Context: an optimization exercise on an open-source flow, tuned for small area. The choices shown serve that exercise and are no tape-out recipe.
The RTL was checked by simulation tests, not by an equivalence proof against the original design.
Power is estimated from default activity; no workload was simulated.

Setup of run 1:
Design spinor_cmd, start of the top module:
module spinor_cmd (
    input  wire        clk,
    input  wire        rst_n,
    input  wire [1:0]  ev_kind,
    input  wire [1:0]  ev_wcode,
    input  wire [7:0]  ev_data,
    output reg         rx_valid,
    output reg  [7:0]  rx_data,
    output wire [3:0]  warn,
    output wire        sink_valid,
    output wire [24:0] sink_off,
    output wire [25:0] sink_len,
    output wire [2:0]  width_hint,
    output wire [24:0] mem_addr,
    input  wire [7:0]  mem_rdata,
    output reg         mem_we,
    output reg  [7:0]  mem_wdata,
    output reg         ers_valid,
    output wire [24:0] ers_base,
    output wire [25:0] ers_len
);
    localparam [2:0] S_IDLE = 3'd0, S_COLL = 3'd1, S_STRM = 3'd2,
                     S_DUMY = 3'd3, S_READ = 3'd4, S_PROG = 3'd5;
    localparam [3:0] C_WRSR = 4'd0, C_WEVCR = 4'd1, C_WVCR = 4'd2, C_WEAR = 4'd3,
                     C_WNVCR = 4'd4, C_AAI = 4'd5, C_RD = 4'd6, C_RDX2 = 4'd7,
                     C_RDX5 = 4'd8, C_DRD = 4'd9, C_PROG = 4'd10, C_E4 = 4'd11,
                     C_E32 = 4'd12, C_E64 = 4'd13;
    reg [2:0]  st;
    reg [24:0] pbuf;           
    reg [27:0] cur;            
    reg [16:0] dirty_pg;
    reg        dirty_v;
    reg        wel, rst_en, a4b, aai;
    reg [7:0]  ear, vcfg, evcfg;
    reg [15:0] nvcfg;
    reg [1:0]  lines_lg;
    reg        h2, h4;
    reg        s8, s12, s15, s16, s25;    
    reg        w0, w1, w3;
    assign warn = {w3, s15, w1, w0};    
    assign width_hint = {h4, h2, ~(h4 | h2)};
    assign sink_valid = s8 | s12 | s15 | s16 | s25;
    assign sink_len   = {s25, 8'd0, s16, s15, 2'd0, s12, 3'd0, s8, 8'd0};
    assign sink_off   = {pbuf[24:16], pbuf[15] & ~s16, pbuf[14:12] & ~{3{s15 | s16}},
                         pbuf[11:8] & {4{s8}}, 8'd0};
    assign mem_addr   = cur[27:3];
    wire xfer = rst_n & (ev_kind == 2'd1);
    wire sel  = rst_n & (ev_kind == 2'd2);
  ...
clock: 10.0 ns
lec_check: 0
cap_margin: 20
core_margin: 2
core_utilization: 55
slew_margin: 20
standard.sh (not shown) runs the stock make flow with config.mk's settings and CLKGATE_MAP_FILE= SYNTH_SCRIPT=/design/flow/synth_recipe.tcl, a recipe that flattens the netlist after the stock synthesis.
==> flow/flow/run.sh <==
#!/bin/bash
# Own layout flow:
#  1. the standard synthesis (standard.sh synth), unchanged;
#  2. the combinational logic between its registers re-mapped for area with
#     ABC (three rounds of four seeds, each round starting from the smallest
#     netlist so far; remap.abc with @SEED@ set); the
#     registers keep their instances, names and cell types, and the result is
#     proved equal to the standard netlist (if the proof fails the standard
#     netlist is kept);
#  3. the standard ORFS layout (standard.sh) with buf_1 port buffers, a tie
#     cell per eight loads instead of one per load, and a clock tree of
#     clkbuf_8 buffers without dummy loads.
# Each tool's full output goes to a log_*.txt file in the work folder.
set -uo pipefail
W=$(pwd)
F=$W/flow
R=$W/orfs/results/$FLOW_PLATFORM/spinor_cmd/base
YOSYS=$FLOW_HOME/../tools/install/yosys/bin/yosys
LIB=$FLOW_HOME/platforms/$FLOW_PLATFORM/lib/sky130_fd_sc_hd__tt_025C_1v80.lib

bash standard.sh synth > $W/log_1_synth.txt 2>&1 || { echo "standard synthesis failed"; exit 1; }
cp $R/1_2_yosys.v $W/synth_standard.v

subst() {  # template, output, input netlist, output netlist, abc script
  sed -e "s#@LIB@#$LIB#g" -e "s#@IN@#$3#g" -e "s#@OUT@#$4#g" \
      -e "s#@ABC@#$5#g" -e "s#@TOP@#$FLOW_TOP#g" "$1" > "$2"
}
area() { awk '/Chip area/ {print $NF}' "$1.stat" 2>/dev/null; }
# rounds of four seeds each, every round starting from the smallest netlist so far
best=$W/synth_standard.v; best_area=""
for round in 1 2 3; do
  for s in 0 1 2 3; do
    out=$W/synth_r${round}_s$s.v
    seed=$(( round * 4 + s ))
    sed "s/@SEED@/$seed/" $F/remap.abc > $W/remap_r${round}_s$s.abc
    subst $F/remap.ys $W/remap_r${round}_s$s.ys $best $out $W/remap_r${round}_s$s.abc
    $YOSYS -s $W/remap_r${round}_s$s.ys > $W/log_2_remap_r${round}_s$s.txt 2>&1 &
  done
  wait
  for s in 0 1 2 3; do
    out=$W/synth_r${round}_s$s.v; a=$(area $out)
    echo "remap round $round seed $s: area ${a:-failed}"
    if [[ -n "$a" ]] && { [[ -z "$best_area" ]] || awk "BEGIN{exit !($a < $best_area)}"; }; then best=$out; best_area=$a; fi
  done
done
if [[ -n "$best_area" ]]; then
  subst $F/equiv.ys $W/equiv.ys $W/synth_standard.v $best ""
  if $YOSYS -s $W/equiv.ys > $W/log_3_equiv.txt 2>&1; then
    echo "re-mapped netlist $(basename $best) (area $best_area) proved equal; using it"
    cp $best $R/1_2_yosys.v
    rm -f $R/1_synth.odb $R/1_synth.sdc
  else
    echo "equivalence not proved; keeping the standard netlist"
  fi
fi

export BUFFER_PORTS_ARGS="-buffer_cell sky130_fd_sc_hd__buf_1"
export SKIP_REPAIR_TIE_FANOUT=1
export POST_FLOORPLAN_TCL=$F/ties.tcl
export CTS_ARGS="-sink_clustering_enable -repair_clock_nets -dont_use_dummy_load -buf_list {sky130_fd_sc_hd__clkbuf_8}"
bash standard.sh > $W/log_4_layout.txt 2>&1 || { echo "layout failed"; tail -20 $W/log_4_layout.txt; exit 1; }
echo "layout done"
Other scripts of this flow, unchanged in this note and not shown: flow/flow/equiv.ys, flow/flow/remap.abc, flow/flow/remap.ys, flow/flow/ties.tcl
Run 1: full flow OK, the timing, DRC and antenna checks passed
Relative to run 1, the following input files were edited for run 2:
-- flow/config.mk --
<<< run 1, line 8
export CAP_MARGIN = 20
export CORE_MARGIN = 2
export CORE_UTILIZATION = 55
export SLEW_MARGIN = 20
>>> run 2, line 8
export CAP_MARGIN = 20
export CORE_MARGIN = 2
export CORE_UTILIZATION = 40
export SLEW_MARGIN = 20
--- outcome ---
Changes observed in run 2 relative to run 1: routed wire length increased about 6%, global-route usage decreased 8.7 points, number of vias in the routed layout decreased 183.
Run 1 has a lower number of standard cells in the final layout excluding fillers than run 2.
Compared to run 1, run 2 has endpoint arrival time on the critical path 0.04 ns lower.
Diff run 1 -> run 2: period utilization shows a reduction of 0.36 points; data-path buffer share of cell area in the final layout rose by 0.48 points.
Inputs modified between run 2 and run 3:
-- flow/config.mk --
<<< run 2, line 8
export CAP_MARGIN = 20
export CORE_MARGIN = 2
export CORE_UTILIZATION = 40
export SLEW_MARGIN = 20
>>> run 3, line 8
export CAP_MARGIN = 20
export CORE_MARGIN = 2
export CORE_UTILIZATION = 65
export SLEW_MARGIN = 20
Notes after the runs:
Diff run 3..run 2 | combinational fraction of design power | negligible. Against run 2, non-clock buffer count in run 3 fell by a few percent. As far as clock-buffer cell count goes, run 3 and run 2 are indistinguishable; the numbers are identical. Worst-case setup slack after placement: lower on run 3. Last element of the critical path = ers_base[24]: run 3; last element of the critical path = ers_base[15]: run 2. Cell area after layout of run 3 falls short of that of run 2 slightly.

[separate check: timing with driven ports]
The results above use ideal ports. As a check the final layouts listed here were re-extracted and re-timed, cells and wires unchanged.
Step 1 (the two cells are an assumption about what drives the block):
set clk [get_ports {clk}]
set_driving_cell -lib_cell sky130_fd_sc_hd__clkbuf_16 $clk
set_driving_cell -lib_cell sky130_fd_sc_hd__buf_2 [delete_from_list [all_inputs] $clk]
Step 2 also shifts input and output timing later by t, the mid clock arrival at the registers, as if the neighbouring blocks saw the same clock.
Slacks: ideal ports / drivers / drivers and shift; pairs: ideal ports / drivers.
run	shift t [ns]	setup slack, ns	worst data-port slew with drivers (ns)
run 1	0.481	2.133 / 2.111 / 1.974	0.05
run 2	0.489	2.168 / 2.144 / 2.098	0.04
run 3	0.498	2.128 / 2.105 / 1.901	0.03
After both steps setup and hold are still met in every run listed. For run 3, which loses most, drivers alone change the setup slack by -0.023 ns; drivers and shift together by -0.227 ns.
